Context: an optimization exercise on an open-source flow, tuned for a short achievable clock period and few clock cycles per item. The choices shown serve that exercise and are no tape-out recipe. Function was checked by simulation only, so behaviour that the tests miss may differ from the original.

==> branch ember: inputs <==
Design lc3_core, start of the top module:
module lc3_core (
    input  wire        clk,
    input  wire        reset,         
    output wire        mem_req,
    output wire        mem_we,
    output wire [15:0] mem_addr,
    output wire [15:0] mem_wdata,
    input  wire [15:0] mem_rdata,
    input  wire        mem_ready,
    input  wire        kbd_avail,
    input  wire [7:0]  kbd_char,
    output wire        kbd_take,
    output wire        disp_emit,
    output wire [7:0]  disp_char,
    output wire        halted,
    output wire        double_fault
);
    localparam [15:0] RESET_PC  = 16'h3000;
    localparam [15:0] SSP_INIT  = 16'h3000;
    localparam [15:0] USP_INIT  = 16'h0000;
    localparam integer B_RUN   = 0;    
    localparam integer B_LD    = 1;    
    localparam integer B_PTRL  = 2;    
    localparam integer B_PTRS  = 3;    
    localparam integer B_ST    = 4;    
    localparam integer B_POP1  = 5;    
    localparam integer B_POP2  = 6;    
    localparam integer B_PUSH1 = 7;    
    localparam integer B_PUSH2 = 8;    
    localparam integer B_VEC   = 9;    
    localparam integer B_ENTRY = 10;    
    localparam integer B_INTW  = 11;    
    localparam integer B_STOP  = 12;    
    localparam integer B_DEV   = 13;    
    localparam NM = 14;
    localparam [NM-1:0] M_RUN   = 14'b1 << B_RUN;
    localparam [NM-1:0] M_LD    = 14'b1 << B_LD;
    localparam [NM-1:0] M_PTRL  = 14'b1 << B_PTRL;
    localparam [NM-1:0] M_PTRS  = 14'b1 << B_PTRS;
    localparam [NM-1:0] M_ST    = 14'b1 << B_ST;
    localparam [NM-1:0] M_POP1  = 14'b1 << B_POP1;
    localparam [NM-1:0] M_POP2  = 14'b1 << B_POP2;
  ...
Settings: LEC_CHECK=0, ABC_AREA=1, ABC_CLOCK_PERIOD_IN_PS=2000, CAP_MARGIN=20, CORE_MARGIN=2, CORE_UTILIZATION=40, SETUP_SLACK_MARGIN=4.8, SLEW_MARGIN=20; clock period 8.0 ns.
standard.sh (not shown) runs the stock make flow with config.mk's settings and CLKGATE_MAP_FILE= SYNTH_SCRIPT=/design/flow/synth_recipe.tcl, a recipe that flattens the netlist after the stock synthesis.
==> flow/flow/run.sh <==
#!/bin/bash
set -euo pipefail
export BUFFER_PORTS_ARGS="-buffer_cell sky130_fd_sc_hd__buf_4"
bash standard.sh MATCH_CELL_FOOTPRINT=0 finish > standard.log 2>&1
==> inputs of branch willow, as changes to branch ember <==
--- a/flow/design.v
+++ b/flow/design.v
@@ -288,22 +288,24 @@
                             (a_addr[15:3] == 13'h1FC0 && a_addr[0] == 1'b1 && a_addr[2:1] != 2'b11);
     wire        sp_ok  = a_v & ~a_dev & (a_addr[15:11] != 5'h00) & (a_addr[15:11] != 5'h1F);
     wire        sp_br  = (mem_rdata[15:12] == 4'b0000) &&
                          ((mem_rdata[11:9] == 3'b111) || (mem_rdata[8] && mem_rdata[11:9] != 3'b000));
     wire        sp_jsr = (mem_rdata[15:12] == 4'b0100) && mem_rdata[11];
     wire        sp_take = sp_ok & (sp_br | sp_jsr);
-    wire [15:0] sp_lo9  = kadd({7'd0, a_inc[8:0]},  {7'd0, mem_rdata[8:0]});
-    wire [15:0] sp_lo11 = kadd({5'd0, a_inc[10:0]}, {5'd0, mem_rdata[10:0]});
-    wire [15:0] sp_hi9p = kadd({9'd0, a_inc[15:9]}, 16'd1);
-    wire [15:0] sp_hi9m = kadd({9'd0, a_inc[15:9]}, 16'hFFFF);
-    wire [15:0] sp_hi11p = kadd({11'd0, a_inc[15:11]}, 16'd1);
-    wire [15:0] sp_hi11m = kadd({11'd0, a_inc[15:11]}, 16'hFFFF);
-    wire [6:0]  sp_hi9  = mem_rdata[8] ? (sp_lo9[9] ? a_inc[15:9] : sp_hi9m[6:0])
-                                       : (sp_lo9[9] ? sp_hi9p[6:0] : a_inc[15:9]);
-    wire [4:0]  sp_hi11 = mem_rdata[10] ? (sp_lo11[11] ? a_inc[15:11] : sp_hi11m[4:0])
-                                        : (sp_lo11[11] ? sp_hi11p[4:0] : a_inc[15:11]);
+    wire [15:0] sp_c9   = kadd({6'd0, a_addr[8:0], 1'b1},  {6'd0, mem_rdata[8:0], 1'b1});
+    wire [15:0] sp_c11  = kadd({4'd0, a_addr[10:0], 1'b1}, {4'd0, mem_rdata[10:0], 1'b1});
+    wire [9:0]  sp_lo9  = sp_c9[10:1];
+    wire [11:0] sp_lo11 = sp_c11[12:1];
+    wire [15:0] sp_hi9p = kadd({9'd0, a_addr[15:9]}, 16'd1);
+    wire [15:0] sp_hi9m = kadd({9'd0, a_addr[15:9]}, 16'hFFFF);
+    wire [15:0] sp_hi11p = kadd({11'd0, a_addr[15:11]}, 16'd1);
+    wire [15:0] sp_hi11m = kadd({11'd0, a_addr[15:11]}, 16'hFFFF);
+    wire [6:0]  sp_hi9  = mem_rdata[8] ? (sp_lo9[9] ? a_addr[15:9] : sp_hi9m[6:0])
+                                       : (sp_lo9[9] ? sp_hi9p[6:0] : a_addr[15:9]);
+    wire [4:0]  sp_hi11 = mem_rdata[10] ? (sp_lo11[11] ? a_addr[15:11] : sp_hi11m[4:0])
+                                        : (sp_lo11[11] ? sp_hi11p[4:0] : a_addr[15:11]);
     wire [15:0] sp_tgt  = sp_jsr ? {sp_hi11, sp_lo11[10:0]} : {sp_hi9, sp_lo9[8:0]};
     wire        f_pt   = sp_take | bt_hit;
     wire [15:0] fa     = a_v ? (bt_hit ? bt_out : a_inc) : fpc;
     wire [3:0]  ainc_dk = {a_addr == 16'hFE05, a_addr == 16'hFE03, a_addr == 16'hFE01, a_addr == 16'hFDFF};
     wire [3:0]  fa_dk  = a_v ? (bt_hit ? bt_odk : ainc_dk) : dk(fpc);
     wire        fa_dev = |fa_dk;
==> inputs of branch maple, as changes to branch ember <==
--- a/flow/design.v
+++ b/flow/design.v
@@ -288,22 +288,24 @@
                             (a_addr[15:3] == 13'h1FC0 && a_addr[0] == 1'b1 && a_addr[2:1] != 2'b11);
     wire        sp_ok  = a_v & ~a_dev & (a_addr[15:11] != 5'h00) & (a_addr[15:11] != 5'h1F);
     wire        sp_br  = (mem_rdata[15:12] == 4'b0000) &&
                          ((mem_rdata[11:9] == 3'b111) || (mem_rdata[8] && mem_rdata[11:9] != 3'b000));
     wire        sp_jsr = (mem_rdata[15:12] == 4'b0100) && mem_rdata[11];
     wire        sp_take = sp_ok & (sp_br | sp_jsr);
-    wire [15:0] sp_lo9  = kadd({7'd0, a_inc[8:0]},  {7'd0, mem_rdata[8:0]});
-    wire [15:0] sp_lo11 = kadd({5'd0, a_inc[10:0]}, {5'd0, mem_rdata[10:0]});
-    wire [15:0] sp_hi9p = kadd({9'd0, a_inc[15:9]}, 16'd1);
-    wire [15:0] sp_hi9m = kadd({9'd0, a_inc[15:9]}, 16'hFFFF);
-    wire [15:0] sp_hi11p = kadd({11'd0, a_inc[15:11]}, 16'd1);
-    wire [15:0] sp_hi11m = kadd({11'd0, a_inc[15:11]}, 16'hFFFF);
-    wire [6:0]  sp_hi9  = mem_rdata[8] ? (sp_lo9[9] ? a_inc[15:9] : sp_hi9m[6:0])
-                                       : (sp_lo9[9] ? sp_hi9p[6:0] : a_inc[15:9]);
-    wire [4:0]  sp_hi11 = mem_rdata[10] ? (sp_lo11[11] ? a_inc[15:11] : sp_hi11m[4:0])
-                                        : (sp_lo11[11] ? sp_hi11p[4:0] : a_inc[15:11]);
+    wire [15:0] sp_c9   = kadd({6'd0, a_addr[8:0], 1'b1},  {6'd0, mem_rdata[8:0], 1'b1});
+    wire [15:0] sp_c11  = kadd({4'd0, a_addr[10:0], 1'b1}, {4'd0, mem_rdata[10:0], 1'b1});
+    wire [9:0]  sp_lo9  = sp_c9[10:1];
+    wire [11:0] sp_lo11 = sp_c11[12:1];
+    wire [15:0] sp_hi9p = kadd({9'd0, a_addr[15:9]}, 16'd1);
+    wire [15:0] sp_hi9m = kadd({9'd0, a_addr[15:9]}, 16'hFFFF);
+    wire [15:0] sp_hi11p = kadd({11'd0, a_addr[15:11]}, 16'd1);
+    wire [15:0] sp_hi11m = kadd({11'd0, a_addr[15:11]}, 16'hFFFF);
+    wire [6:0]  sp_hi9  = mem_rdata[8] ? (sp_lo9[9] ? a_addr[15:9] : sp_hi9m[6:0])
+                                       : (sp_lo9[9] ? sp_hi9p[6:0] : a_addr[15:9]);
+    wire [4:0]  sp_hi11 = mem_rdata[10] ? (sp_lo11[11] ? a_addr[15:11] : sp_hi11m[4:0])
+                                        : (sp_lo11[11] ? sp_hi11p[4:0] : a_addr[15:11]);
     wire [15:0] sp_tgt  = sp_jsr ? {sp_hi11, sp_lo11[10:0]} : {sp_hi9, sp_lo9[8:0]};
     wire        f_pt   = sp_take | bt_hit;
     wire [15:0] fa     = a_v ? (bt_hit ? bt_out : a_inc) : fpc;
     wire [3:0]  ainc_dk = {a_addr == 16'hFE05, a_addr == 16'hFE03, a_addr == 16'hFE01, a_addr == 16'hFDFF};
     wire [3:0]  fa_dk  = a_v ? (bt_hit ? bt_odk : ainc_dk) : dk(fpc);
     wire        fa_dev = |fa_dk;
Settings changed: CORE_UTILIZATION 40 to 45.
==> flow_metrics.tcl <==
set metrics [dict create \
    netlist_area_sq_um 45200 \
    area_growth_syn_to_layout_pct 35.8 \
    status "finished clean" \
    yosysUniqueCellTypes 74 \
    r2r-start "d_s1[3]" \
    postCtsSetupBuffers 383 \
    grtUsageMet2 0.631 \
]
Source of the figures above: branch ember

==> flow_metrics.tcl <==
set metrics [dict create \
    antenna_found_initial 14 \
    grtUsageMet2 0.639 \
    start_util 0.401 \
    cts-resized-gates 886 \
    status "finished clean" \
    area_growth_syn_to_layout_pct 36.0 \
    postCtsSetupBuffers 367 \
    clkLatencyLatePin_ns 0.69 \
    yosysUniqueCellTypes 71 \
    tightest_slew_ns 1.13 \
    dominant-cell-class "multi-input gates" \
    netlist_area_sq_um 45000 \
]
Source of the figures above: branch willow

==> flow_metrics.tcl <==
set metrics [dict create \
    status "finished clean" \
    maxSlewHeadroom 0.119 \
    seq_share 0.292 \
    synth-compound-area-share 0.197 \
    grt_use_met3 0.180 \
    r2r-start "d_s1[7]" \
    grtUsageMet2 0.703 \
    gp_congestion 1.09 \
    yosysUniqueCellTypes 71 \
    period_share 0.465 \
    clock_area_frac 0.0443 \
    netlist_area_sq_um 45000 \
    postCtsSetupBuffers 330 \
    tightest_slew_ns 1.32 \
]
Source of the figures above: branch maple

Testbench counts of branch ember, summed over its fixed seeds: cycles 127,627, programs 64.
Testbench counts of branch willow, summed over its fixed seeds: cycles 127,627, programs 64.
Testbench counts of branch maple, summed over its fixed seeds: cycles 127,627, programs 64.

## static timing again, ports no longer ideal
In the flow no input, the clock included, has a driving cell. The finished layouts below were timed again as built, in two steps.
Step 1: set_driving_cell puts a clkbuf_16 on clk and a buf_2 on each other input, an assumption about the parent block.
Step 2 moves the port delays by t, midway between the first and last clock arrival at a register: inputs arrive t later, outputs are due t later. That takes back most of the time a late clock gives input paths.
Three values: ideal ports, drivers, drivers and shift; two values: the first two.
run	t (ns)	setup slack, ns	clock arrival spread, ns
branch ember	0.779	4.334 / 4.334 / 3.736	0.043 / 0.044
branch willow	0.750	4.339 / 4.339 / 3.769	0.044 / 0.044
branch maple	0.758	4.282 / 4.282 / 3.792	0.035 / 0.035
After both steps setup and hold are still met in every run listed. For branch ember, which loses most, drivers alone change the setup slack by 0.000 ns; drivers and shift together by -0.598 ns.
